Source: an optimization exercise on an open RTL-to-GDS flow (aim: small area, a short achievable clock period and few clock cycles). Production flows keep margins and buffers that such runs may drop.
At most, simulation tests tie the RTL to the original design; equivalence was not proved.
No functional check of the RTL was part of run 2.
Power is estimated from default activity; no workload was simulated.

`flow/config.mk`:
```
export PLATFORM = sky130hd
export DESIGN_NAME = dbrc
export DESIGN_NICKNAME = dbrc
export VERILOG_FILES = /design/flow/design.v
export SDC_FILE = /design/flow/constraint.sdc
export NUM_CORES = 4
export LEC_CHECK = 0
export CAP_MARGIN = 20
export CORE_MARGIN = 2
export CORE_UTILIZATION = 40
export PLACE_DENSITY = 0.6
export SLEW_MARGIN = 20
```
`flow/constraint.sdc`:
```
create_clock -name core_clock -period 11.0 [get_ports {clk}]
set_input_delay 2.2000 -clock core_clock [delete_from_list [all_inputs] [get_ports {clk}]]
set_output_delay 2.2000 -clock core_clock [all_outputs]
set_load 0.01 [all_outputs]
```
`flow/design.v`:
```
module dbrc (
    input  wire         clk,
    input  wire         rst,
    input  wire         cmd_valid,
    output wire         cmd_ready,
    input  wire [127:0] cmd_data,
    output reg          rsp_valid,
    output wire [135:0] rsp_data,
    output wire         alloc_req,
    output wire [31:0]  alloc_count,
    input  wire         alloc_ack,
    input  wire [31:0]  alloc_addr,
    output wire         mem_req,
    output wire         mem_we,
    output wire [31:0]  mem_addr,
    output wire [31:0]  mem_wdata,
    input  wire         mem_gnt,
    input  wire [31:0]  mem_rdata,
    output wire         fatal
);
    localparam [7:0] OP_INIT     = 8'h01;
    localparam [7:0] OP_DESTROY  = 8'h02;
    localparam [7:0] OP_RASTER   = 8'h10;
    localparam [7:0] OP_PENDFLIP = 8'h20;
    localparam [7:0] OP_FLIPNOW  = 8'h21;
    localparam [7:0] OP_GETBACK  = 8'h30;
    localparam [7:0] OP_MKGFX    = 8'h31;
    localparam [7:0] OP_COPY     = 8'h32;
    localparam [7:0] OP_ISBA     = 8'h40;
    localparam [7:0] OP_SETFG    = 8'h50;
    localparam [7:0] OP_SETBGC   = 8'h51;
    localparam [7:0] OP_BGREF    = 8'h52;
    localparam [7:0] OP_READREG  = 8'h60;
    localparam S_IDLE = 0;
    localparam S_DEC  = 1;
    localparam S_MUL  = 2;
    localparam S_AL   = 3;
    localparam S_RDW  = 4;
    localparam S_RDBG = 5;
    localparam S_WR   = 6;
    localparam S_CPR  = 7;
    localparam S_CPW  = 8;
    localparam S_HALT = 9;
    reg        ready;
    reg [15:0] width_r, height_r, top_line_r;
    reg [31:0] plane_base0, plane_base1;
    reg        active_index, flip_pending;
    reg [31:0] palette0, palette1;
    reg        bg_present;
    reg [31:0] bg_base;
    reg [9:0]  st;
    reg        o_init, o_destroy, o_ras, o_pend, o_flip, o_getback, o_mkgfx,
               o_copy, o_isba, o_setfg, o_setbgc, o_bgref, o_rr;
    reg [3:0]  sub_r;
    reg        w1z_r, w2z_r, w3z_r, w2hz_r;
    reg [15:0] r1_r;             
    reg [10:0] r3_r;             
    reg        k_gb, k_rin;      
    reg [16:0] tph_r;            
    reg [31:0] w1_r;             
    reg [31:0] r2_r;             
    reg        k_rok;            
    reg [31:0] dst_ptr;          
    reg [31:0] src_ptr, bg_ptr;
    reg [31:0] addr_r;           
    reg [31:0] wd_r;             
    reg [32:0] word_r;           
    reg [10:0] wc;               
    reg        al2;              
    reg        addm;             
    reg        mreq_r, mwe_r;
    reg [1:0]  stc;
    wire gnt = mem_gnt;
    wire [7:0]  i_opc = cmd_data[127:120];
    wire        i_ok  = (cmd_data[111:96] == 16'd0) && (cmd_data[119:116] == 4'd0);
    wire s_z    = (sub_r == 4'd0);
    wire w123z  = w1z_r && w2z_r && w3z_r;
    wire c_init    = o_init && (sub_r[3:1] == 3'd0) && w2hz_r && (sub_r[0] || w3z_r);
    wire c_destroy = o_destroy && s_z && w123z;
    wire c_ras     = o_ras && s_z && w2hz_r;
    wire c_pend    = o_pend && s_z && w123z;
    wire c_flip    = o_flip && s_z && w123z;
    wire c_getback = o_getback && s_z && w123z;
    wire c_mkgfx   = o_mkgfx && s_z && w123z;
    wire c_copy    = o_copy && s_z && w123z;
    wire c_isba    = o_isba && (sub_r[3:2] == 2'd0) && w123z;
    wire c_setfg   = o_setfg && s_z && w2z_r && w3z_r;
    wire c_setbgc  = o_setbgc && s_z && w2z_r && w3z_r;
    wire c_bgref   = o_bgref && w1z_r && w2z_r && ((sub_r == 4'd1) || (s_z && w3z_r));
    wire c_rr      = o_rr && (sub_r <= 4'd9) && w123z;
    wire c_illegal = !(c_init || c_destroy || c_ras || c_pend || c_flip || c_getback ||
                       c_mkgfx || c_copy || c_isba || c_setfg || c_setbgc || c_bgref || c_rr);
    wire c_rdy = c_destroy || c_ras || c_pend || c_flip || c_getback || c_mkgfx ||
                 c_copy || c_isba || c_setfg || c_setbgc || c_bgref;
    wire not_admitted = (c_init && ready) || (c_rdy && !ready);
    wire is_init = o_init;
    wire is_ras  = o_ras;
    wire is_copy = o_copy;
    wire [31:0] front_base = active_index ? plane_base1 : plane_base0;
    wire [31:0] back_base  = active_index ? plane_base0 : plane_base1;
    function in_window(input [31:0] a);
        in_window = (a[31:20] == 12'h200) || (a[31:20] == 12'h400);
    endfunction
    wire [15:0] line       = word_r[15:0];
    wire        local_zero = (line == top_line_r);
    wire        in_range   = (line >= top_line_r) && ({1'b0, line} < tph_r);
    wire [15:0] local_l    = line - top_line_r;
    wire        flip_step  = is_ras && local_zero && flip_pending;
    wire        act_after  = active_index ^ flip_step;
    wire sel_plane = sub_r[1] ? (active_index ^ sub_r[0]) : sub_r[0];
    wire wpl_nz      = (width_r[15:5] != 11'd0);
    wire wpl_nz_init = (w1_r[15:5] != 11'd0);
    wire back_in_win = in_window(back_base);
    wire d_init  = c_init && !ready;
    wire d_mul   = (d_init && wpl_nz_init) || (c_ras && ready && in_range && wpl_nz);
    wire d_al    = d_init && !wpl_nz_init;
    wire d_copy  = c_copy && ready && wpl_nz && (height_r != 16'd0);
    wire d_halt  = c_mkgfx && ready && !back_in_win;
    wire d_resp  = !(d_mul || d_al || d_copy || d_halt);
    wire d_gb    = (c_getback || (c_mkgfx && back_in_win)) && ready;
    wire d_rr    = c_rr;
    wire d_clear = c_destroy && ready;
    wire s_st  = d_rr && (sub_r == 4'd0);
    wire s_w   = d_rr && (sub_r == 4'd1);
    wire s_h   = d_rr && (sub_r == 4'd2);
    wire s_wpl = d_rr && (sub_r == 4'd3);
    wire s_top = d_rr && (sub_r == 4'd4);
    wire s_b0  = (d_rr && (sub_r == 4'd5)) || (d_gb && active_index);
    wire s_b1  = (d_rr && (sub_r == 4'd6)) || (d_gb && !active_index);
    wire s_p0  = d_rr && (sub_r == 4'd7);
    wire s_p1  = d_rr && (sub_r == 4'd8);
    wire s_bgb = d_rr && (sub_r == 4'd9);
    wire isba_bit = c_isba && ready &&
                    in_window(sel_plane ? plane_base1 : plane_base0);
    wire [31:0] r0_val = ({32{s_b0}}  & plane_base0) |
                         ({32{s_b1}}  & plane_base1) |
                         ({32{s_p0}}  & palette0) |
                         ({32{s_p1}}  & palette1) |
                         ({32{s_bgb}} & bg_base) |
                         {16'd0, ({16{s_w}} & width_r) | ({16{s_h}} & height_r) |
                                 ({16{s_top}} & top_line_r) |
                                 {5'd0, {11{s_wpl}} & width_r[15:5]}} |
                         {28'd0, {4{s_st}} & {bg_present, flip_pending, active_index, ready}} |
                         {31'd0, isba_bit};
    wire mul_end   = (wc[10:1] == 10'd0);
    wire row_end   = (word_r[32:2] == 31'd0);       
    wire last_word = (wc == 11'd1);
    wire last_row  = (bg_ptr[17:2] == 16'hFFFE);    
    wire bg0_rd    = bg_present && !mem_rdata[0];   
    wire bg_next   = bg_present && !word_r[1];      
    wire bg_cur    = bg_present && !word_r[0];      
    wire cp_done   = last_word && last_row;
    wire row_done  = st[S_WR] ? (row_end && last_word) : cp_done;
    reg [9:0] nst;
    always @(*) begin
        nst[S_IDLE] = (st[S_IDLE] && !cmd_valid) ||
                      (st[S_DEC] && d_resp) ||
                      (st[S_AL] && alloc_ack && al2) ||
                      (st[S_WR] && gnt && row_end && last_word) ||
                      (st[S_CPW] && gnt && cp_done);
        nst[S_DEC]  = st[S_IDLE] && cmd_valid;
        nst[S_MUL]  = (st[S_DEC] && d_mul) || (st[S_MUL] && !mul_end);
        nst[S_AL]   = (st[S_DEC] && d_al) || (st[S_MUL] && mul_end && is_init) ||
                      (st[S_AL] && !(alloc_ack && al2));
        nst[S_RDW]  = (st[S_MUL] && mul_end && !is_init) || (st[S_RDW] && !gnt) ||
                      (st[S_WR] && gnt && row_end && !last_word);
        nst[S_RDBG] = (st[S_RDW] && gnt && bg0_rd) || (st[S_RDBG] && !gnt) ||
                      (st[S_WR] && (gnt ? (!row_end && bg_next) : bg_cur));
        nst[S_WR]   = (st[S_RDW] && gnt && !bg0_rd) || (st[S_RDBG] && gnt) ||
                      (st[S_WR] && (gnt ? (!row_end && !bg_next) : !bg_cur));
        nst[S_CPR]  = (st[S_DEC] && d_copy) || (st[S_CPR] && !gnt) ||
                      (st[S_CPW] && !(gnt && cp_done));
        nst[S_CPW]  = st[S_CPR] && gnt;
        nst[S_HALT] = (st[S_DEC] && d_halt) || st[S_HALT];
    end
    wire [29:0] src_add = addm ? word_r[29:0] : 30'd1;
    wire [29:0] bg_add  = addm ? {word_r[24:0], 5'd0} : 30'd1;
    wire [29:0] src_sum = src_ptr[31:2] + src_add;
    wire [29:0] bg_sum  = bg_ptr[31:2] + bg_add;
    wire [29:0] dst_inc = dst_ptr[31:2] + 30'd1;
    reg [31:0] src_d, bg_d, dst_d;
    always @(*) begin
        if (st[S_DEC])
            src_d = is_init ? 32'd0 : (act_after ? plane_base1 : plane_base0);
        else if (addm || ((st[S_RDW] || st[S_CPW]) && gnt))
            src_d = {src_sum, src_ptr[1:0]};
        else
            src_d = src_ptr;
        if (st[S_DEC])
            bg_d = is_copy ? {14'd0, ~height_r, 2'd0} : bg_base;
        else if (addm || (st[S_WR] && gnt) || (st[S_CPW] && gnt && last_word))
            bg_d = {bg_sum, bg_ptr[1:0]};
        else
            bg_d = bg_ptr;
        if (st[S_IDLE])
            dst_d = cmd_data[31:0];
        else if (st[S_DEC] && is_copy)
            dst_d = back_base;
        else if ((st[S_WR] || st[S_CPW]) && gnt)
            dst_d = {dst_inc, dst_ptr[1:0]};
        else
            dst_d = dst_ptr;
    end
    assign cmd_ready   = st[S_IDLE];
    assign fatal       = st[S_HALT];
    assign alloc_req   = st[S_AL];
    assign alloc_count = {2'd0, addr_r[31:2]};      
    assign mem_req     = mreq_r;
    assign mem_we      = mwe_r;
    assign mem_addr    = addr_r;
    assign mem_wdata   = wd_r;
    assign rsp_data = {6'd0, stc, wd_r, 16'd0, r1_r, r2_r, 21'd0, r3_r};
    wire pix_bit = st[S_RDW] ? mem_rdata[0] : gnt ? word_r[1] : word_r[0];
    wire [31:0] pal_pix = pix_bit ? palette1 : palette0;
    always @(posedge clk) begin
        src_ptr <= src_d;
        bg_ptr  <= bg_d;
        dst_ptr <= dst_d;
        addr_r  <= nst[S_RDBG] ? bg_d :
                   (nst[S_WR] || nst[S_CPW]) ? dst_d : src_d;
        if (st[S_IDLE]) begin
            o_init    <= i_ok && (i_opc == OP_INIT);
            o_destroy <= i_ok && (i_opc == OP_DESTROY);
            o_ras     <= i_ok && (i_opc == OP_RASTER);
            o_pend    <= i_ok && (i_opc == OP_PENDFLIP);
            o_flip    <= i_ok && (i_opc == OP_FLIPNOW);
            o_getback <= i_ok && (i_opc == OP_GETBACK);
            o_mkgfx   <= i_ok && (i_opc == OP_MKGFX);
            o_copy    <= i_ok && (i_opc == OP_COPY);
            o_isba    <= i_ok && (i_opc == OP_ISBA);
            o_setfg   <= i_ok && (i_opc == OP_SETFG);
            o_setbgc  <= i_ok && (i_opc == OP_SETBGC);
            o_bgref   <= i_ok && (i_opc == OP_BGREF);
            o_rr      <= i_ok && (i_opc == OP_READREG);
            sub_r     <= cmd_data[115:112];
            w1z_r     <= (cmd_data[95:64] == 32'd0);
            w2z_r     <= (cmd_data[63:32] == 32'd0);
            w3z_r     <= (cmd_data[31:0] == 32'd0);
            w2hz_r    <= (cmd_data[63:48] == 16'd0);
        end
        if (st[S_IDLE])
            w1_r <= cmd_data[95:64];
        if (st[S_IDLE])
            word_r[15:0] <= cmd_data[47:32];
        else if (st[S_DEC])
            word_r <= {17'd0, is_init ? w1_r[31:16] : local_l};
        else if (st[S_MUL])
            word_r <= {word_r[31:0], 1'b0};
        else if (st[S_RDW])
            word_r <= {1'b1, mem_rdata};
        else if (st[S_WR] && gnt)
            word_r <= {1'b0, word_r[32:1]};
        if (st[S_DEC])
            wd_r <= r0_val;
        else if (st[S_RDBG] || st[S_CPR])
            wd_r <= mem_rdata;
        else if (st[S_AL] || ((st[S_WR] || st[S_CPW]) && gnt && row_done))
            wd_r <= 32'd0;
        else
            wd_r <= pal_pix;
        if (st[S_DEC])
            wc <= is_init ? w1_r[15:5] : width_r[15:5];
        else if (st[S_MUL])
            wc <= mul_end ? width_r[15:5] : {1'b0, wc[10:1]};
        else if ((st[S_WR] && gnt && row_end) || (st[S_CPW] && gnt))
            wc <= last_word ? width_r[15:5] : wc - 11'd1;
        addm <= nst[S_MUL] && (st[S_DEC] ? (is_init ? w1_r[5] : width_r[5]) : wc[1]);
        if (st[S_DEC])
            al2 <= 1'b0;
        else if (st[S_AL] && alloc_ack)
            al2 <= 1'b1;
        if (st[S_DEC]) begin
            k_rok <= c_ras && ready;
            k_gb  <= d_gb;
            k_rin <= c_ras && ready && in_range;
        end
        tph_r <= {1'b0, top_line_r} + {1'b0, height_r};
        stc  <= !st[S_DEC] ? 2'd0 : c_illegal ? 2'd1 : not_admitted ? 2'd2 : 2'd0;
        r1_r <= {width_r[15:5] & {11{st[S_DEC] ? (d_gb || (c_ras && ready && in_range)) :
                                                 (k_gb || k_rin)}},
                 width_r[4:0] & {5{st[S_DEC] ? d_gb : k_gb}}};
        r3_r <= width_r[15:5] & {11{st[S_DEC] ? d_gb : k_gb}};
        r2_r <= (st[S_DEC] ? (c_ras && ready) : k_rok) ? w1_r :
                {16'd0, height_r & {16{st[S_DEC] ? d_gb : k_gb}}};
    end
    always @(posedge clk) begin
        if (rst) begin
            st        <= 10'd1 << S_IDLE;
            rsp_valid <= 1'b0;
            mreq_r    <= 1'b0;
            mwe_r     <= 1'b0;
        end else begin
            st        <= nst;
            rsp_valid <= !st[S_IDLE] && nst[S_IDLE];
            mreq_r    <= nst[S_RDW] || nst[S_RDBG] || nst[S_WR] || nst[S_CPR] || nst[S_CPW];
            mwe_r     <= nst[S_WR] || nst[S_CPW];
        end
        if (rst || (st[S_DEC] && d_clear)) begin
            ready        <= 1'b0;
            width_r      <= 16'd0;
            height_r     <= 16'd0;
            top_line_r   <= 16'd0;
            plane_base0  <= 32'd0;
            plane_base1  <= 32'd0;
            active_index <= 1'b0;
            flip_pending <= 1'b0;
            palette0     <= 32'd0;
            palette1     <= 32'd0;
            bg_present   <= 1'b0;
            bg_base      <= 32'd0;
        end else begin
            if (st[S_DEC] && d_init) begin
                width_r      <= w1_r[15:0];
                height_r     <= w1_r[31:16];
                top_line_r   <= word_r[15:0];
                palette0     <= 32'h00000000;
                palette1     <= 32'hFFFFFFFF;
                active_index <= 1'b0;
                flip_pending <= 1'b0;
                bg_present   <= sub_r[0];
                bg_base      <= dst_ptr;           
                ready        <= 1'b1;
            end
            if (st[S_DEC] && ready) begin
                if (c_ras && local_zero) begin
                    flip_pending <= 1'b0;
                    active_index <= act_after;
                end
                if (c_pend)   flip_pending <= 1'b1;
                if (c_flip)   active_index <= ~active_index;
                if (c_setfg)  palette1 <= w1_r;
                if (c_setbgc) palette0 <= w1_r;
                if (c_bgref) begin
                    bg_present <= sub_r[0];
                    bg_base    <= dst_ptr;         
                end
            end
            if (st[S_AL] && alloc_ack) begin
                if (al2) plane_base1 <= alloc_addr;
                else     plane_base0 <= alloc_addr;
            end
        end
    end
endmodule
```
`flow/flow/run.sh`:
```
#!/bin/bash
# Own layout flow: the standard ORFS layout (standard.sh, with the standard
# synthesis unchanged) with two changes in how the layout is made:
#  * the port buffers are buf_2 cells instead of the delay-cell buffers that
#    buffer_ports picks by default (every port still gets its own buffer);
#  * repair_timing aims for 7.35 ns of setup margin at the design's clock,
#    so the layout is optimised beyond the 11 ns the SDC asks for.
# The SDC, clock period and I/O constraints are the design's, untouched.
# make's full output goes to standard.log in the work folder.
set -euo pipefail
export BUFFER_PORTS_ARGS="-buffer_cell sky130_fd_sc_hd__buf_2"
bash standard.sh "BUFFER_PORTS_ARGS=$BUFFER_PORTS_ARGS" SETUP_SLACK_MARGIN=7.35 finish > standard.log 2>&1
```
`flow/standard.sh`:
```
#!/bin/bash
# synth_recipe.tcl (not shown) runs the flow's synth.tcl, then flattens the netlist and writes it again
# the make line also repeats each setting of config.mk as NAME=value (left out here)
make -C /OpenROAD-flow-scripts/flow DESIGN_CONFIG=/design/flow/config.mk WORK_HOME=/design/flow/orfs CLKGATE_MAP_FILE= SYNTH_SCRIPT=/design/flow/synth_recipe.tcl "${@:-finish}"
```
==> impl_results.md, run 1 <==
* Result of the run: timing/DRC/antenna clean
* Total iterations of the first detailed-routing run at 10
* Clock-pin transition on the worst setup and hold timing paths at 0.06 ns
* Slew at the pin with the worst max-slew slack at 1.08 ns
* Number of antenna violations at the first check in global routing at 7
* Number of clock sinks at 565
* Startpoint kind of the worst setup timing path: primary input
* EDFF count, synth at 98
* Origin of the critical flop-to-flop path: word_r[13]
* Final-layout worst hold slack at 0.470 ns
* Part of the total power dissipated in combinational logic at 10.4%
* Dpl ws at 5.87 ns
* # IOs at 435
* Max Cap Violations at 0
* Share of the yosys chip area belonging to registers at 40.3%
* Detailed-route via count at 29,900
* Core occupancy in the finished layout at 47.0%
* Detailed route wirelength on metal3 at 14,900 um
* H-Tree Level Count at 2
* Worst-case vdd ir drop at 141 uV
* CTS hold repair buffers at 0
* M1 WL at 56,000 um
* Critical-path maximum fanout at 4
* Flip-flop and latch count after synthesis at 565
* Sequence of cells on the critical path: buf_12, o21a_4, and4_4, or3b_4, or4_4, xnor2_1, o21ai_1, o21ai_2, and2b_1, a211o_1
* Net count reported at finish at 4,188
* PwrDens at 140 mW/mm2
* Largest net degree at the start of global routing at 130
* Sequential Power Share at 45.9%
* Max Clk Rate at 269 MHz
* DRT antenna net count at 0
* Critical Path Max Stage Delay at 0.43 ns
* Floorplan row count at 101
* Avg Cell Area, Syn at 8.39 um2
* Clock tree from TritonCTS: done
* Total net switching power at 1.36 mW
* GRT Resource Usage Total at 32.5%
* Core Area at 0.0757 mm2
* Cell Area, Placed at 0.0329 mm2
* First-pass GRT wire length at 188,000 um
* Post-route DRC at 0
* GRT Residual Overflow at 0
* Crit path required time at 11.54 ns
* Total Routed Length at 134,000 um
* Share of power burned in the clock network at 43.7%
* First element of the critical path: mem_gnt
* Number of global-route vias before repair at 27,100
* Root buffer cell: sky130_fd_sc_hd__clkbuf_16
* Cells after synthesis at 3,638
* Count of yosys warnings during synthesis at 1
* Max Buffers Root-to-Sink at 3
* Starting density of the core at 40.3%
* Horizontal die dimension at 280 um
* Summed area of non-filler cells in the final layout at 0.0355 mm2
* Vias per Instance at 6.09
* Netlist Area Pre-Place at 0.0305 mm2
* Internal Pwr Total at 3.61 mW
* Detailed placer's ending HPWL at 97,800 um
* Type of the worst setup path: in -> reg
* Asr flop ratio synth at 0%
* Worst hold path type: reg -> reg
* Routability Congestion at 0.980
* Leakage at 13.9 nW
* Dominant register cell in the synthesized netlist: sky130_fd_sc_hd__dfxtp_1
* DIE AREA at 0.0785 mm2
* Summed negative setup slack over all endpoints at 0 ns
* Minimum period implied by the final worst setup slack at 3.72 ns
* Routed length on met2 at 56,400 um
* Final hold vios at 0
* Number of inserted filler cells in the final layout at 7,386
* Critical path buffer and inverter count at 1
* Tcrit/Tclk final at 33.8%
* Max Used Layer: met4
* CP max stage cell: sky130_fd_sc_hd__or3b_4
* Iteration-0 DRC count of the detailed router at 4,228
* Input/output buffers at 389
* Height of the chip at 280 um
* Net Sw Frac at 27.3%
* Worst rel slew slack at 27.9%
* Layout cells sized above 1 at 18.7%
* Largest clock skew in the final design at 0.0199 ns
* Number of distinct standard cells referenced by the synthesized netlist at 100
* Wire length per cell after detailed routing at 27.4 um
* Final setup violation count at 0
* CTS Buf Count at 60
* Relative area change from synthesis to final layout at 16.5%
* Worst Hold Launch: dst_ptr[0]
* Setup repair after global routing missed its margin: true
* Sort of element at the end of the critical path: flip-flop
* Source-to-sink clock delay at the later pin of the worst-skew pair at 0.66 ns
* Data arrival, critical path at 4.25 ns
* Crit-path leading delay family: simple AND/OR/NAND/NOR gates
* Worst Slack Setup Final at 7.28 ns
* Final Slew Violations at 0
==> state kept, by name, indices dropped and copies added, names as in the netlist, 16 cells and up <==
signal	cells
width_r	16
bg_base	32
palette1	32
w1_r	32
dst_ptr	32
addr_r	32
src_ptr	32
tph_r	17
r1_r	16
height_r	16
plane_base0	32
top_line_r	16
r2_r	32
word_r	33
plane_base1	32
bg_ptr	32
wd_r	32
palette0	32
==> placed cells by master, fill, tap and decap left out, drive strengths merged, types with 16 or more instances in the layout <==
| master | synthesis | final |
|---|---|---|
| a211oi | 26 | 26 |
| a21o | 38 | 38 |
| a21oi | 336 | 336 |
| a221o | 18 | 18 |
| a221oi | 56 | 56 |
| a222oi | 29 | 29 |
| a22oi | 38 | 38 |
| a31oi | 47 | 47 |
| and2 | 82 | 82 |
| and3 | 26 | 26 |
| buf | 149 | 466 |
| clkbuf | 182 | 77 |
| clkinv | 2 | 23 |
| conb | 1 | 45 |
| dfxtp | 467 | 467 |
| edfxtp | 98 | 98 |
| ha | 105 | 105 |
| inv | 74 | 76 |
| mux2 | 42 | 42 |
| mux2i | 132 | 132 |
| nand2 | 607 | 607 |
| nand3 | 73 | 73 |
| nand4 | 39 | 39 |
| nor2 | 258 | 258 |
| nor2b | 16 | 16 |
| nor3 | 107 | 107 |
| nor4 | 57 | 57 |
| o211ai | 18 | 18 |
| o21a | 22 | 22 |
| o21ai | 203 | 204 |
| o22ai | 21 | 21 |
| xnor2 | 65 | 65 |
| xor2 | 43 | 43 |
==> tightest hold or removal path, cell delays in order, from the launching register on <==
cell and delay (ns):
sky130_fd_sc_hd__dfxtp_1 0.31, sky130_fd_sc_hd__nand2_1 0.06, sky130_fd_sc_hd__a21oi_1 0.06
==> routing by layer <==
metal / GRT usage (%) / up-vias
met5: 0 / -
li1: - / 13400
met1: 45.0 / 14400
met2: 47.5 / 1796
met3: 7.86 / 336
met4: 15.0 / 0
==> metrics by stage <==
step	power, mW	cells
final	4.97	4915
after global routing	5.09	4912
after CTS	4.93	4886
after detailed placement	2.79	4761
after global placement	2.79	4761
after floorplan	2.58	3682
==> cell type report <==
cell class | instances | area [um2] | share of cell area [%]
multi-input cells | 2713 | 17000 | 47.8
flip-flops and latches | 565 | 12300 | 34.6
repair buffers | 467 | 2650 | 7.45
clock buffers | 76 | 1640 | 4.62
well taps | 978 | 1220 | 3.44
clock inverters | 37 | 427 | 1.20
inverters | 76 | 290 | 0.817
diodes | 3 | 7.51 | 0.0211
==> synth_stat cells (14+ instances only) <==
| master | count | area, um2 |
|---|---|---|
| sky130_fd_sc_hd__a211oi_1 | 24 | 180 |
| sky130_fd_sc_hd__a21o_1 | 38 | 285 |
| sky130_fd_sc_hd__a21oi_1 | 336 | 1680 |
| sky130_fd_sc_hd__a221o_1 | 18 | 180 |
| sky130_fd_sc_hd__a221oi_1 | 56 | 490 |
| sky130_fd_sc_hd__a222oi_1 | 29 | 290 |
| sky130_fd_sc_hd__a22o_1 | 14 | 123 |
| sky130_fd_sc_hd__a22oi_1 | 38 | 285 |
| sky130_fd_sc_hd__a31oi_1 | 44 | 275 |
| sky130_fd_sc_hd__and2_1 | 82 | 513 |
| sky130_fd_sc_hd__and3_1 | 26 | 163 |
| sky130_fd_sc_hd__buf_1 | 18 | 67.6 |
| sky130_fd_sc_hd__buf_2 | 24 | 120 |
| sky130_fd_sc_hd__buf_4 | 107 | 803 |
| sky130_fd_sc_hd__clkbuf_1 | 182 | 683 |
| sky130_fd_sc_hd__dfxtp_1 | 467 | 9350 |
| sky130_fd_sc_hd__edfxtp_1 | 98 | 2940 |
| sky130_fd_sc_hd__ha_1 | 105 | 1310 |
| sky130_fd_sc_hd__inv_1 | 74 | 278 |
| sky130_fd_sc_hd__mux2_2 | 41 | 462 |
| sky130_fd_sc_hd__mux2i_1 | 132 | 1320 |
| sky130_fd_sc_hd__nand2_1 | 607 | 2280 |
| sky130_fd_sc_hd__nand2b_1 | 14 | 87.6 |
| sky130_fd_sc_hd__nand3_1 | 73 | 365 |
| sky130_fd_sc_hd__nand4_1 | 39 | 244 |
| sky130_fd_sc_hd__nor2_1 | 255 | 957 |
| sky130_fd_sc_hd__nor2b_1 | 16 | 100 |
| sky130_fd_sc_hd__nor3_1 | 106 | 531 |
| sky130_fd_sc_hd__nor4_1 | 55 | 344 |
| sky130_fd_sc_hd__o211ai_1 | 18 | 135 |
| sky130_fd_sc_hd__o21a_1 | 21 | 158 |
| sky130_fd_sc_hd__o21ai_0 | 180 | 901 |
| sky130_fd_sc_hd__o21ai_1 | 20 | 100 |
| sky130_fd_sc_hd__o22ai_1 | 19 | 119 |
| sky130_fd_sc_hd__xnor2_1 | 65 | 569 |
| sky130_fd_sc_hd__xor2_1 | 43 | 377 |
==> kinds of logic (layout without fill, tap and decap cells) <==
group / count (synthesis) / after routing / share of synthesized area [%]
simple gates: 1327 / 1327 / 19.7
compound gates: 948 / 951 / 20.1
flops: 565 / 565 / 40.3
buf+inv: 407 / 656 / 6.42
mux: 174 / 174 / 5.88
fa+ha+maj: 108 / 108 / 4.50
xor+xnor: 108 / 108 / 3.10
other cells: 1 / 48 / 0.0123
==> power groups by stage <==
stage	Sequential [mW]	Clock (mW)	Combinational [mW]
5_1_grt	2.28	2.25	0.551
3_3_place_gp	2.33	0	0.453
4_1_cts	2.29	2.18	0.470
3_5_place_dp	2.33	0	0.454
2_1_floorplan	2.27	0	0.305
6_report	2.28	2.17	0.518
==> worst paths after layout <==
path | endpoint | slack [ns] | cells past startpoint
max | addr_r[31] | 7.28 | 10
min | bg_base[0] | 0.47 | 2
max reg2reg | addr_r[8] | 7.32 | 11
min reg2reg | bg_base[0] | 0.47 | 2
==> repair_timing <==
item	in CTS	in global routing
resized for setup	28	43
setup buffers	11	23
hold endpoints to repair	0	0
gates cloned	1	3
pin swaps	5	6
endpoints found under the setup margin	232	163
Testbench counts, summed over its fixed seeds: cycles 251,090.
==> run 2: changes to the inputs <==
--- a/flow/design.v
+++ b/flow/design.v
@@ -68,11 +68,14 @@
     reg [10:0] wc;               
     reg        al2;              
     reg        addm;             
+    reg        minit;            
+    reg        stl;              
     reg        mreq_r, mwe_r;
     reg [1:0]  stc;
     wire gnt = mem_gnt;
     wire [7:0]  i_opc = cmd_data[127:120];
     wire        i_ok  = (cmd_data[111:96] == 16'd0) && (cmd_data[119:116] == 4'd0);
+    wire        i_acc = !rst && st[S_IDLE] && cmd_valid && i_ok;
     wire s_z    = (sub_r == 4'd0);
     wire w123z  = w1z_r && w2z_r && w3z_r;
     wire c_init    = o_init && (sub_r[3:1] == 3'd0) && w2hz_r && (sub_r[0] || w3z_r);
@@ -151,55 +154,67 @@
     wire bg_cur    = bg_present && !word_r[0];      
     wire cp_done   = last_word && last_row;
     wire row_done  = st[S_WR] ? (row_end && last_word) : cp_done;
-    reg [9:0] nst;
+    wire bus     = st[S_RDW] || st[S_RDBG] || st[S_WR] || st[S_CPR] || st[S_CPW];
+    wire xg      = gnt && !stl;                     
+    wire refused = bus && !stl && !gnt;
+    reg [9:0] nsg;
     always @(*) begin
-        nst[S_IDLE] = (st[S_IDLE] && !cmd_valid) ||
+        nsg[S_IDLE] = (st[S_IDLE] && !cmd_valid) ||
                       (st[S_DEC] && d_resp) ||
                       (st[S_AL] && alloc_ack && al2) ||
-                      (st[S_WR] && gnt && row_end && last_word) ||
-                      (st[S_CPW] && gnt && cp_done);
-        nst[S_DEC]  = st[S_IDLE] && cmd_valid;
-        nst[S_MUL]  = (st[S_DEC] && d_mul) || (st[S_MUL] && !mul_end);
-        nst[S_AL]   = (st[S_DEC] && d_al) || (st[S_MUL] && mul_end && is_init) ||
+                      (st[S_WR] && row_end && last_word) ||
+                      (st[S_CPW] && cp_done);
+        nsg[S_DEC]  = st[S_IDLE] && cmd_valid;
+        nsg[S_MUL]  = (st[S_DEC] && d_mul) || (st[S_MUL] && !mul_end);
+        nsg[S_AL]   = (st[S_DEC] && d_al) || (st[S_MUL] && mul_end && minit) ||
                       (st[S_AL] && !(alloc_ack && al2));
-        nst[S_RDW]  = (st[S_MUL] && mul_end && !is_init) || (st[S_RDW] && !gnt) ||
-                      (st[S_WR] && gnt && row_end && !last_word);
-        nst[S_RDBG] = (st[S_RDW] && gnt && bg0_rd) || (st[S_RDBG] && !gnt) ||
-                      (st[S_WR] && (gnt ? (!row_end && bg_next) : bg_cur));
-        nst[S_WR]   = (st[S_RDW] && gnt && !bg0_rd) || (st[S_RDBG] && gnt) ||
-                      (st[S_WR] && (gnt ? (!row_end && !bg_next) : !bg_cur));
-        nst[S_CPR]  = (st[S_DEC] && d_copy) || (st[S_CPR] && !gnt) ||
-                      (st[S_CPW] && !(gnt && cp_done));
-        nst[S_CPW]  = st[S_CPR] && gnt;
-        nst[S_HALT] = (st[S_DEC] && d_halt) || st[S_HALT];
+        nsg[S_RDW]  = (st[S_MUL] && mul_end && !minit) ||
+                      (st[S_WR] && row_end && !last_word);
+        nsg[S_RDBG] = (st[S_RDW] && bg0_rd) || (st[S_WR] && !row_end && bg_next);
+        nsg[S_WR]   = (st[S_RDW] && !bg0_rd) || st[S_RDBG] ||
+                      (st[S_WR] && !row_end && !bg_next);
+        nsg[S_CPR]  = (st[S_DEC] && d_copy) || (st[S_CPW] && !cp_done);
+        nsg[S_CPW]  = st[S_CPR];
+        nsg[S_HALT] = (st[S_DEC] && d_halt) || st[S_HALT];
     end
+    wire [9:0] rty = {st[S_HALT], 1'b0, st[S_CPR] || st[S_CPW], st[S_WR] && !bg_cur,
+                      st[S_RDBG] || (st[S_WR] && bg_cur), st[S_RDW], st[S_AL],
+                      st[S_MUL], st[S_DEC], st[S_IDLE]};
+    wire [9:0] nst = stl ? st : refused ? rty : nsg;
+    wire [9:0] nsel = stl ? st : nsg;                
     wire [29:0] src_add = addm ? word_r[29:0] : 30'd1;
     wire [29:0] bg_add  = addm ? {word_r[24:0], 5'd0} : 30'd1;
     wire [29:0] src_sum = src_ptr[31:2] + src_add;
     wire [29:0] bg_sum  = bg_ptr[31:2] + bg_add;
     wire [29:0] dst_inc = dst_ptr[31:2] + 30'd1;
-    reg [31:0] src_d, bg_d, dst_d;
+    wire src_adv = (st[S_RDW] || st[S_CPW]) && !stl;
+    wire bg_adv  = (st[S_WR] || (st[S_CPW] && last_word)) && !stl;
+    wire dst_adv = (st[S_WR] || st[S_CPW]) && !stl;
+    reg [31:0] src_g, bg_g, dst_g, src_d, bg_d, dst_d;
     always @(*) begin
         if (st[S_DEC])
-            src_d = is_init ? 32'd0 : (act_after ? plane_base1 : plane_base0);
-        else if (addm || ((st[S_RDW] || st[S_CPW]) && gnt))
-            src_d = {src_sum, src_ptr[1:0]};
+            src_g = is_init ? 32'd0 : (act_after ? plane_base1 : plane_base0);
+        else if (addm || src_adv)
+            src_g = {src_sum, src_ptr[1:0]};
         else
-            src_d = src_ptr;
+            src_g = src_ptr;
         if (st[S_DEC])
-            bg_d = is_copy ? {14'd0, ~height_r, 2'd0} : bg_base;
-        else if (addm || (st[S_WR] && gnt) || (st[S_CPW] && gnt && last_word))
-            bg_d = {bg_sum, bg_ptr[1:0]};
+            bg_g = is_copy ? {14'd0, ~height_r, 2'd0} : bg_base;
+        else if (addm || bg_adv)
+            bg_g = {bg_sum, bg_ptr[1:0]};
         else
-            bg_d = bg_ptr;
+            bg_g = bg_ptr;
         if (st[S_IDLE])
-            dst_d = cmd_data[31:0];
+            dst_g = cmd_data[31:0];
         else if (st[S_DEC] && is_copy)
-            dst_d = back_base;
-        else if ((st[S_WR] || st[S_CPW]) && gnt)
-            dst_d = {dst_inc, dst_ptr[1:0]};
+            dst_g = back_base;
+        else if (dst_adv)
+            dst_g = {dst_inc, dst_ptr[1:0]};
         else
-            dst_d = dst_ptr;
+            dst_g = dst_ptr;
+        src_d = (src_adv && !xg) ? src_ptr : src_g;
+        bg_d  = (bg_adv && !xg)  ? bg_ptr  : bg_g;
+        dst_d = (dst_adv && !xg) ? dst_ptr : dst_g;
     end
     assign cmd_ready   = st[S_IDLE];
     assign fatal       = st[S_HALT];
@@ -210,28 +225,27 @@
     assign mem_addr    = addr_r;
     assign mem_wdata   = wd_r;
     assign rsp_data = {6'd0, stc, wd_r, 16'd0, r1_r, r2_r, 21'd0, r3_r};
-    wire pix_bit = st[S_RDW] ? mem_rdata[0] : gnt ? word_r[1] : word_r[0];
+    wire pix_bit = stl ? word_r[0] : st[S_RDW] ? mem_rdata[0] : word_r[1];
     wire [31:0] pal_pix = pix_bit ? palette1 : palette0;
     always @(posedge clk) begin
         src_ptr <= src_d;
         bg_ptr  <= bg_d;
         dst_ptr <= dst_d;
-        addr_r  <= nst[S_RDBG] ? bg_d :
-                   (nst[S_WR] || nst[S_CPW]) ? dst_d : src_d;
+        addr_r  <= nsel[S_RDBG] ? bg_g : (nsel[S_WR] || nsel[S_CPW]) ? dst_g : src_g;
+        o_init    <= i_acc && (i_opc == OP_INIT);
+        o_destroy <= i_acc && (i_opc == OP_DESTROY);
+        o_ras     <= i_acc && (i_opc == OP_RASTER);
+        o_pend    <= i_acc && (i_opc == OP_PENDFLIP);
+        o_flip    <= i_acc && (i_opc == OP_FLIPNOW);
+        o_getback <= i_acc && (i_opc == OP_GETBACK);
+        o_mkgfx   <= i_acc && (i_opc == OP_MKGFX);
+        o_copy    <= i_acc && (i_opc == OP_COPY);
+        o_isba    <= i_acc && (i_opc == OP_ISBA);
+        o_setfg   <= i_acc && (i_opc == OP_SETFG);
+        o_setbgc  <= i_acc && (i_opc == OP_SETBGC);
+        o_bgref   <= i_acc && (i_opc == OP_BGREF);
+        o_rr      <= i_acc && (i_opc == OP_READREG);
         if (st[S_IDLE]) begin
-            o_init    <= i_ok && (i_opc == OP_INIT);
-            o_destroy <= i_ok && (i_opc == OP_DESTROY);
-            o_ras     <= i_ok && (i_opc == OP_RASTER);
-            o_pend    <= i_ok && (i_opc == OP_PENDFLIP);
-            o_flip    <= i_ok && (i_opc == OP_FLIPNOW);
-            o_getback <= i_ok && (i_opc == OP_GETBACK);
-            o_mkgfx   <= i_ok && (i_opc == OP_MKGFX);
-            o_copy    <= i_ok && (i_opc == OP_COPY);
-            o_isba    <= i_ok && (i_opc == OP_ISBA);
-            o_setfg   <= i_ok && (i_opc == OP_SETFG);
-            o_setbgc  <= i_ok && (i_opc == OP_SETBGC);
-            o_bgref   <= i_ok && (i_opc == OP_BGREF);
-            o_rr      <= i_ok && (i_opc == OP_READREG);
             sub_r     <= cmd_data[115:112];
             w1z_r     <= (cmd_data[95:64] == 32'd0);
             w2z_r     <= (cmd_data[63:32] == 32'd0);
@@ -248,13 +262,15 @@
             word_r <= {word_r[31:0], 1'b0};
         else if (st[S_RDW])
             word_r <= {1'b1, mem_rdata};
-        else if (st[S_WR] && gnt)
+        else if (st[S_WR] && xg)
             word_r <= {1'b0, word_r[32:1]};
-        if (st[S_DEC])
+        if (stl)
+            wd_r <= pal_pix;
+        else if (st[S_DEC])
             wd_r <= r0_val;
         else if (st[S_RDBG] || st[S_CPR])
             wd_r <= mem_rdata;
-        else if (st[S_AL] || ((st[S_WR] || st[S_CPW]) && gnt && row_done))
+        else if (st[S_AL] || ((st[S_WR] || st[S_CPW]) && row_done))
             wd_r <= 32'd0;
         else
             wd_r <= pal_pix;
@@ -262,7 +278,7 @@
             wc <= is_init ? w1_r[15:5] : width_r[15:5];
         else if (st[S_MUL])
             wc <= mul_end ? width_r[15:5] : {1'b0, wc[10:1]};
-        else if ((st[S_WR] && gnt && row_end) || (st[S_CPW] && gnt))
+        else if ((st[S_WR] && xg && row_end) || (st[S_CPW] && xg))
             wc <= last_word ? width_r[15:5] : wc - 11'd1;
         addm <= nst[S_MUL] && (st[S_DEC] ? (is_init ? w1_r[5] : width_r[5]) : wc[1]);
         if (st[S_DEC])
@@ -270,6 +286,7 @@
         else if (st[S_AL] && alloc_ack)
             al2 <= 1'b1;
         if (st[S_DEC]) begin
+            minit <= is_init;
             k_rok <= c_ras && ready;
             k_gb  <= d_gb;
             k_rin <= c_ras && ready && in_range;
@@ -289,13 +306,16 @@
             rsp_valid <= 1'b0;
             mreq_r    <= 1'b0;
             mwe_r     <= 1'b0;
+            stl       <= 1'b0;
         end else begin
             st        <= nst;
+            stl       <= refused;
             rsp_valid <= !st[S_IDLE] && nst[S_IDLE];
-            mreq_r    <= nst[S_RDW] || nst[S_RDBG] || nst[S_WR] || nst[S_CPR] || nst[S_CPW];
+            mreq_r    <= !refused &&
+                         (nst[S_RDW] || nst[S_RDBG] || nst[S_WR] || nst[S_CPR] || nst[S_CPW]);
             mwe_r     <= nst[S_WR] || nst[S_CPW];
         end
-        if (rst || (st[S_DEC] && d_clear)) begin
+        if (rst || d_clear) begin
             ready        <= 1'b0;
             width_r      <= 16'd0;
             height_r     <= 16'd0;
@@ -309,7 +329,7 @@
             bg_present   <= 1'b0;
             bg_base      <= 32'd0;
         end else begin
-            if (st[S_DEC] && d_init) begin
+            if (d_init) begin
                 width_r      <= w1_r[15:0];
                 height_r     <= w1_r[31:16];
                 top_line_r   <= word_r[15:0];
@@ -321,7 +341,7 @@
                 bg_base      <= dst_ptr;           
                 ready        <= 1'b1;
             end
-            if (st[S_DEC] && ready) begin
+            if (ready) begin
                 if (c_ras && local_zero) begin
                     flip_pending <= 1'b0;
                     active_index <= act_after;
==> flow/flow/run.sh (replaced) <==
#!/bin/bash
# Own layout flow: the standard ORFS layout (standard.sh, with the standard
# synthesis unchanged) with two changes in how the layout is made:
#  * the port buffers are buf_2 cells instead of the delay-cell buffers that
#    buffer_ports picks by default (every port still gets its own buffer);
#  * repair_timing aims for 7.7 ns of setup margin at the design's clock,
#    so the layout is optimised beyond the 11 ns the SDC asks for.
# The SDC, clock period and I/O constraints are the design's, untouched.
# make's full output goes to standard.log in the work folder.
set -euo pipefail
export BUFFER_PORTS_ARGS="-buffer_cell sky130_fd_sc_hd__buf_2"
bash standard.sh "BUFFER_PORTS_ARGS=$BUFFER_PORTS_ARGS" SETUP_SLACK_MARGIN=7.7 finish > standard.log 2>&1
--- a/flow/config.mk
+++ b/flow/config.mk
@@ -7,6 +7,6 @@
 export LEC_CHECK = 0
 export CAP_MARGIN = 20
 export CORE_MARGIN = 2
-export CORE_UTILIZATION = 40
-export PLACE_DENSITY = 0.6
+export CORE_UTILIZATION = 55
+export PLACE_DENSITY = 0.7
 export SLEW_MARGIN = 20
==> run 2 against run 1 <==
- global-route usage rose by 13 points
- register-to-register slack improved by 0.15 ns
- hold slack is essentially flat
- routed wire length rose by 7.2%
- still clean on timing, DRC and antenna
- combinational power rose to 9.1 times the previous value
- via count increased by 11%
- synthesized cell count rose by 3.0%
- cell count decreased by 0.31%
- area after synthesis up 4.6%
- sequential power grew 47%
- clock power increased by 3%
- first-iteration DRC count grew 34%
==> impl_results.md, run 2 <==
* First-pass GRT wire length at 202,000 um
* Total Routed Length at 144,000 um
* Input/output buffers at 389
* Number of inserted filler cells in the final layout at 4,570
* Final setup violation count at 0
* Number of global-route vias before repair at 29,800
* Dominant register cell in the synthesized netlist: sky130_fd_sc_hd__dfxtp_1
* Layout cells sized above 1 at 25.1%
* Most common cell after layout, fill and taps aside: sky130_fd_sc_hd__nand2_1
* Height of the chip at 245 um
* Summed negative setup slack over all endpoints at 0 ns
* Wire length per cell after detailed routing at 29.4 um
* Avg Cell Area, Syn at 8.52 um2
* H-Tree Level Count at 2
* Net count reported at finish at 4,377
* Number of distinct standard cells referenced by the synthesized netlist at 97
* Core Area at 0.0576 mm2
* Flop2flop setup slack at 7.47 ns
* Max Buffers Root-to-Sink at 3
* Tcrit/Tclk final at 32.1%
* Detailed-route via count at 33,100
* Worst rel slew slack at 8.96%
* Routability Congestion at 1.08
* Minimum period implied by the final worst setup slack at 3.53 ns
* Floorplan row count at 88
* CTS hold repair buffers at 0
* Iteration-0 DRC count of the detailed router at 5,650
* GRT Resource Usage Total at 45.8%
* DRT antenna net count at 0
* Highest-count cells in the layout ignoring fill and taps: sky130_fd_sc_hd__nand2_1 (634), sky130_fd_sc_hd__a21oi_1 (378), sky130_fd_sc_hd__dfxtp_1 (279)
* Netlist Area Pre-Place at 0.0319 mm2
* Type of the worst setup path: reg -> reg
* DIE AREA at 0.0600 mm2
* Top-count cell post-synth: sky130_fd_sc_hd__nand2_1
* Critical-path maximum fanout at 8
* EDFF count, synth at 182
* Slew at the pin with the worst max-slew slack at 1.36 ns
* Clock-pin transition on the worst setup and hold timing paths at 0.06 ns
* Worst hold stages at 2
* Horizontal die dimension at 245 um
* Register with the most flip-flops: word_r
* Startpoint kind of the worst setup timing path: flip-flop
* Reg-to-reg endpoint: addr_r[22]
* Sort of element at the end of the critical path: flip-flop
* GRT Residual Overflow at 0
* Final hold vios at 0
* Max Cap Violations at 0
* Root buffer cell: sky130_fd_sc_hd__clkbuf_16
* Crit path required time at 11.52 ns
* Starting density of the core at 55.4%
* Top cells by count, synth: sky130_fd_sc_hd__nand2_1 (644), sky130_fd_sc_hd__a21oi_1 (403), sky130_fd_sc_hd__dfxtp_1 (385), sky130_fd_sc_hd__nor2_1 (278), sky130_fd_sc_hd__o21ai_0 (187)
* Clock tree from TritonCTS: done
* Cells after synthesis at 3,747
* PwrDens at 260 mW/mm2
* Leakage at 15.3 nW
* Relative area change from synthesis to final layout at 24.5%
* FF-to-FF path depth at 13
* Largest clock skew in the final design at 0.0234 ns
* Number of antenna violations at the first check in global routing at 3
* Share of Yosys cell area claimed by the top area cell type at 24.2%
* Share of the yosys chip area belonging to registers at 41.3%
* Worst-case vdd ir drop at 196 uV
* Largest net degree at the start of global routing at 162
* Count of yosys warnings during synthesis at 1
* Data arrival, critical path at 4.05 ns
* Detailed placer's ending HPWL at 99,600 um
* Source-to-sink clock delay at the later pin of the worst-skew pair at 0.66 ns
* Final Slew Violations at 0
* # IOs at 435
* Origin of the critical flop-to-flop path: addm
* Core occupancy in the finished layout at 69.0%
* Result of the run: timing/DRC/antenna clean
* Vias per Instance at 6.76
* Worst Hold Launch: palette0[9]
* Number of clock sinks at 567
* Setup repair after global routing missed its margin: true
* Total iterations of the first detailed-routing run at 11
* Flip-flop and latch count after synthesis at 567
* Area taken by flip-flops and latches at 0.0134 mm2
* Area occupied by multi-input gates at 0.0185 mm2
* CTS Buf Count at 61
* Biggest area contributors in the synthesized netlist: sky130_fd_sc_hd__dfxtp_1 (24%), sky130_fd_sc_hd__edfxtp_1 (17%), sky130_fd_sc_hd__nand2_1 (7.6%), sky130_fd_sc_hd__a21oi_1 (6.3%), sky130_fd_sc_hd__mux2i_1 (4.9%)
* Flip-flop count of the largest register, all copies and words added at 33
* Post-route DRC at 0
* Worst hold path type: reg -> reg
* Top cell type by total area after synthesis: sky130_fd_sc_hd__dfxtp_1
* Endpoint of the worst hold-timing path: palette0[9]
* Asr flop ratio synth at 0%
* Max Clk Rate at 283 MHz
==> run 2: how the worst max path moves through the flow <==
stage	from	endpoint	slack [ns]	depth (start not counted)
finish	addm	addr_r[22]	7.47	13
CTS	addm	addr_r[22]	7.53	15
global placement	rst	palette1[6]	6.30	5
global route	addm	addr_r[30]	7.41	13
floorplan	mem_rdata[0]	addr_r[0]	7.40	9
detailed placement	rst	palette1[7]	6.25	5
==> run 2: repair_timing <==
item                       CTS  global route
resized for setup          427           156
pin swaps                   45            56
cloned                       9             1
buffers inserted            63            52
setup endpoints to repair  420           433
==> run 2: worst max-delay path: stages, from the launching register on <==
cell and delay, ns:
sky130_fd_sc_hd__dfxtp_4 0.39, sky130_fd_sc_hd__buf_12 0.14, sky130_fd_sc_hd__buf_16 0.13, sky130_fd_sc_hd__and2_4 0.18
sky130_fd_sc_hd__ha_4 0.16, sky130_fd_sc_hd__or4_4 0.49, sky130_fd_sc_hd__a211oi_4 0.29, sky130_fd_sc_hd__a21oi_2 0.11
sky130_fd_sc_hd__a221o_4 0.45, sky130_fd_sc_hd__or4_4 0.46, sky130_fd_sc_hd__a32oi_4 0.23, sky130_fd_sc_hd__o21ai_2 0.10
sky130_fd_sc_hd__mux2i_1 0.18, sky130_fd_sc_hd__a21oi_1 0.08
==> run 2: per-layer routing <==
layer / track usage [%] / vias to the layer above / part of all wire, %
li1: - / 14000 / -
met1: 61.0 / 15600 / 36
met2: 63.5 / 2913 / 40
met3: 20.2 / 601 / 18
met4: 20.6 / 4 / 6.0
met5: 0 / - / 0.014
==> run 2: kinds of logic after synthesis <==
| family | synth area share (%) |
|---|---|
| buffers and inverters | 6.45 |
| AND/OR/NAND/NOR | 18.9 |
| multiplexers | 6.06 |
| XOR/XNOR | 2.94 |
| adder cells (fa/ha/maj) | 4.30 |
| AO/OA/AOI/OAI | 20.0 |
| other | 0.0118 |
| flip-flops | 41.3 |
==> run 2: area by class of cell <==
cell class | count | share of cell area (%)
Timing Repair Buffer | 550 | 11.1
Sequential cell | 567 | 33.8
Clock buffer | 80 | 4.31
Clock inverter | 36 | 1.11
Tap cell | 765 | 2.41
Antenna cell | 10 | 0.0630
Multi-Input combinational cell | 2817 | 46.5
Inverter | 75 | 0.721
==> run 2: through the flow <==
| step | instances | hold WS, ns | power [mW] | setup slack [ns] | cell area, um2 |
|---|---|---|---|---|---|
| floorplan | 3791 | 0.406 | 5.75 | 7.40 | 32400 |
| global placement | 4649 | 0.457 | 6.87 | 6.30 | 33900 |
| detailed placement | 4649 | 0.461 | 6.89 | 6.25 | 33900 |
| CTS | 4837 | 0.470 | 9.81 | 7.53 | 38700 |
| global route | 4890 | 0.485 | 10.6 | 7.41 | 39700 |
| finish | 4900 | 0.471 | 10.3 | 7.47 | 39700 |
==> run 2: power by group <==
part	total, mW	internal, mW	leakage (nW)	switching, mW
registers	3.36	2.74	5.09	0.616
logic	4.73	2.03	9.15	2.70
clock network	2.23	1.29	1.05	0.939

[re-timing with driven ports]
How much do the figures lean on ideal ports? The routed layouts below were timed once more, with nothing changed but the port constraints. Step 1 (the two cells are an assumption about what drives the block):
set clk [get_ports {clk}]
set_driving_cell -lib_cell sky130_fd_sc_hd__clkbuf_16 $clk
set_driving_cell -lib_cell sky130_fd_sc_hd__buf_2 [delete_from_list [all_inputs] $clk]
Step 2 times the ports against the registers' clock, not the clock port: input delays grow and output delays shrink by t, the midpoint of the rising clock arrivals with the driver on. Three values: no drivers, after step 1, after step 2; two values: the first two.
run	shift t [ns]	slack for setup (ns)	clock arrival spread, ns	slew at the worst register clock pin (ns)
run 1	0.714	7.284 / 7.203 / 6.489	0.020 / 0.021	0.07 / 0.07
run 2	0.710	7.469 / 7.469 / 6.920	0.024 / 0.023	0.07 / 0.07
After both steps every run listed still meets setup and hold. The setup slack of run 1, which loses most, moves by -0.081 ns with the drivers and by -0.795 ns with both steps.
